What follows belongs to an exercise in optimizing a design on an open flow for small area, a short achievable clock period and few clock cycles per item; a production flow would make more cautious choices.
Only simulation tests tie the RTL to the original design; equivalence was not proved.
Power and IR drop assume default switching activity.

// fx25_kiss_enc
module fx25_kiss_enc (
    input  wire        clk,
    input  wire        rst,
    input  wire        chunk_valid,
    output reg         chunk_ready,
    input  wire [7:0]  chunk_len,
    input  wire [47:0] dst_call,      
    input  wire [3:0]  dst_ssid,
    input  wire [47:0] src_call,      
    input  wire [3:0]  src_ssid,
    input  wire        in_valid,
    output reg         in_ready,
    input  wire [7:0]  in_data,
    output reg         out_valid,
    input  wire        out_ready,
    output reg  [7:0]  out_data,
    output reg         out_last,
    output reg  [15:0] skip_count
);
Size in the first run: roughly 1300 cells after synthesis, about 380 flip-flops, ~150 I/O pins.
Settings: LEC_CHECK=0, CAP_MARGIN=20, CORE_MARGIN=2, CORE_UTILIZATION=70, SETUP_SLACK_MARGIN=2.8, SLEW_MARGIN=20; clock period 5.0 ns.
standard.sh (not shown) runs the stock make flow with config.mk's settings and CLKGATE_MAP_FILE= SYNTH_SCRIPT=/design/flow/synth_recipe.tcl, a recipe that flattens the netlist after the stock synthesis.
==> flow/flow/run.sh <==
#!/bin/bash
set -euo pipefail
export BUFFER_PORTS_ARGS="-buffer_cell sky130_fd_sc_hd__buf_1"
export CTS_ARGS="-sink_clustering_enable -repair_clock_nets -dont_use_dummy_load -buf_list sky130_fd_sc_hd__clkbuf_16 -sink_clustering_size 20 -sink_clustering_max_diameter 100"
bash standard.sh > standard_flow.log 2>&1
The starting point finished clean.
Testbench counts at the start, summed over its fixed seeds: cycles 34,444, frames 128.
Change:
==> flow/flow/run.sh (replaced) <==
#!/bin/bash
set -euo pipefail
export BUFFER_PORTS_ARGS="-buffer_cell sky130_fd_sc_hd__buf_1"
export CTS_ARGS="-sink_clustering_enable -repair_clock_nets -dont_use_dummy_load -buf_list sky130_fd_sc_hd__clkbuf_8 -sink_clustering_size 14 -sink_clustering_max_diameter 80"
bash standard.sh > standard_flow.log 2>&1
--- a/flow/config.mk
+++ b/flow/config.mk
@@ -10,2 +10,3 @@
-export CORE_UTILIZATION = 70
-export SETUP_SLACK_MARGIN = 2.8
+export CORE_UTILIZATION = 60
+export PLACE_DENSITY = 0.8
+export SETUP_SLACK_MARGIN = 2.85
=>
- global-route usage is lower by 2.8 points
- setup slack improves by 0.034 ns
- non-clock buffer count is higher by 30
Change:
==> flow/flow/run.sh (replaced) <==
#!/bin/bash
set -euo pipefail
export BUFFER_PORTS_ARGS="-buffer_cell sky130_fd_sc_hd__buf_1"
export CTS_ARGS="-sink_clustering_enable -repair_clock_nets -dont_use_dummy_load -buf_list sky130_fd_sc_hd__clkbuf_16 -sink_clustering_size 20 -sink_clustering_max_diameter 100"
bash standard.sh > standard_flow.log 2>&1
--- a/flow/config.mk
+++ b/flow/config.mk
@@ -8 +8 @@
-export CAP_MARGIN = 20
+export CAP_MARGIN = 5
@@ -11,3 +11,2 @@
-export PLACE_DENSITY = 0.8
-export SETUP_SLACK_MARGIN = 2.85
-export SLEW_MARGIN = 20
+export SETUP_SLACK_MARGIN = 2.8
+export SLEW_MARGIN = 5
- combinational power falls by about 4%
- cell area falls by 1.1%
- area after synthesis is unchanged
- via count falls by 4.1%
- first-iteration DRC count falls by 1.3%
- maximum frequency falls by 0.44%
- setup slack is worse by 0.0096 ns
Change:
--- a/flow/config.mk
+++ b/flow/config.mk
@@ -8 +8 @@
-export CAP_MARGIN = 5
+export CAP_MARGIN = 20
@@ -10 +10,2 @@
-export CORE_UTILIZATION = 60
+export CORE_UTILIZATION = 70
+export PLACE_DENSITY = 0.85
@@ -12 +13 @@
-export SLEW_MARGIN = 5
+export SLEW_MARGIN = 20
What happened: Register-to-register slack barely changes. Cell area hardly moves. Routed wire length goes up by 2.8%. Hold slack stays flat. Total power came out higher by 1.3%. Via count rises by 3.5%. Clock-buffer cell count does not change.
Change:
==> flow/flow/run.sh (replaced) <==
#!/bin/bash
set -euo pipefail
export BUFFER_PORTS_ARGS="-buffer_cell sky130_fd_sc_hd__buf_1"
export CTS_ARGS="-sink_clustering_enable -repair_clock_nets -dont_use_dummy_load -buf_list sky130_fd_sc_hd__clkbuf_8 -sink_clustering_size 14 -sink_clustering_max_diameter 80"
bash standard.sh > standard_flow.log 2>&1
Count of clock-buffer cells in the layout is higher by 8.
Final cell count barely changes.
Via count hardly moves.
Change:
==> flow/flow/run.sh (replaced) <==
#!/bin/bash
set -euo pipefail
export BUFFER_PORTS_ARGS="-buffer_cell sky130_fd_sc_hd__buf_1"
export CTS_ARGS="-sink_clustering_enable -repair_clock_nets -dont_use_dummy_load -buf_list sky130_fd_sc_hd__clkbuf_16 -sink_clustering_size 20 -sink_clustering_max_diameter 100"
bash standard.sh > standard_flow.log 2>&1
--- a/flow/config.mk
+++ b/flow/config.mk
@@ -10,2 +10,2 @@
-export CORE_UTILIZATION = 70
-export PLACE_DENSITY = 0.85
+export CORE_UTILIZATION = 60
+export PLACE_DENSITY = 0.8
Routed wire length increases by a few percent.
Global-route usage decreases by 3.5 points.
Sequential share of layout area decreases by 0.97 points.
Combinational power stays flat.
Core utilization decreases by 9.4 points.
Synthesized cell count does not change.
Worst setup slack gains 0.048 ns.
Design area increases slightly.
Critical path depth decreases by 5.
Non-clock buffer count increases by 7.
Total power increases by a few percent.

* * *

Starting RTL as in the previous note.
Settings: LEC_CHECK=0, CAP_MARGIN=20, CORE_MARGIN=2, CORE_UTILIZATION=60, PLACE_DENSITY=0.8, SETUP_SLACK_MARGIN=2.8, SLEW_MARGIN=20; clock period 5.0 ns.
==> flow/flow/run.sh <==
#!/bin/bash
set -euo pipefail
export BUFFER_PORTS_ARGS="-buffer_cell sky130_fd_sc_hd__buf_1"
export CTS_ARGS="-sink_clustering_enable -repair_clock_nets -dont_use_dummy_load -buf_list sky130_fd_sc_hd__clkbuf_8 -sink_clustering_size 14 -sink_clustering_max_diameter 80"
bash standard.sh > standard_flow.log 2>&1
Testbench counts at the start, summed over its fixed seeds: cycles 34,444, frames 128.
Then changed:
==> flow/flow/run.sh (replaced) <==
#!/bin/bash
set -euo pipefail
export BUFFER_PORTS_ARGS="-buffer_cell sky130_fd_sc_hd__buf_1"
export CTS_ARGS="-sink_clustering_enable -repair_clock_nets -dont_use_dummy_load -buf_list sky130_fd_sc_hd__clkbuf_16 -sink_clustering_size 20 -sink_clustering_max_diameter 100"
bash standard.sh > standard_flow.log 2>&1
Settings changed: PLACE_DENSITY 0.8 to unset.
After rerunning: The new run finished clean; synthesized cell count does not change; die area stays the same; worst setup slack gains 0.056 ns; wire length is lower by 4.0%; clock-buffer cell count fell by 8; first-iteration DRC count went down by 14%; global-route usage is lower by 1.1 points; hold slack gets worse by 0.014 ns; power went up by 2.2%; sequential power barely changes.

## what the ideal ports hide
The flow's constraints put no driver on any port. The routed layouts listed below were extracted and timed again, unchanged, in two steps. Step 1, drivers: a clkbuf_16 drives clk and a buf_2 each remaining input, both assumed. Step 2 moves the port delays by t, midway between the first and last clock arrival at a register: inputs arrive t later, outputs are due t later. That takes back most of the time a late clock gives input paths. a / b / c = ideal / step 1 / step 2; a / b = the first two.
| run | t (ns) | setup WS [ns] | worst hold slack (ns) | worst setup path at the end | clock arrival spread, ns |
|---|---|---|---|---|---|
| the first run of note 1 | 0.549 | 2.812 / 2.812 / 2.300 | 0.424 / 0.424 / 0.424 | input to register | 0.048 / 0.047 |
| the second run of note 1 | 0.637 | 2.846 / 2.801 / 2.353 | 0.426 / 0.426 / 0.426 | input to register | 0.036 / 0.036 |
| the third run of note 1 | 0.549 | 2.836 / 2.833 / 2.340 | 0.425 / 0.425 / 0.425 | input to register | 0.048 / 0.047 |
| the fourth run of note 1 | 0.558 | 2.847 / 2.834 / 2.306 | 0.426 / 0.426 / 0.426 | input to register | 0.044 / 0.043 |
| the fifth run of note 1 | 0.619 | 2.798 / 2.798 / 2.238 | 0.430 / 0.430 / 0.430 | input to register | 0.057 / 0.057 |
| the sixth run of note 1 | 0.573 | 2.846 / 2.796 / 2.342 | 0.428 / 0.428 / 0.428 | input to register | 0.066 / 0.066 |
| the first run of note 2 | 0.632 | 2.780 / 2.762 / 2.301 | 0.439 / 0.439 / 0.439 | input to register | 0.069 / 0.070 |
| the second run of note 2 | 0.549 | 2.836 / 2.833 / 2.340 | 0.425 / 0.425 / 0.425 | input to register | 0.048 / 0.047 |
After both steps setup and hold are still met in every run listed. For the fifth run of note 1, which loses most, drivers alone change the setup slack by 0.000 ns; drivers and shift together by -0.560 ns.
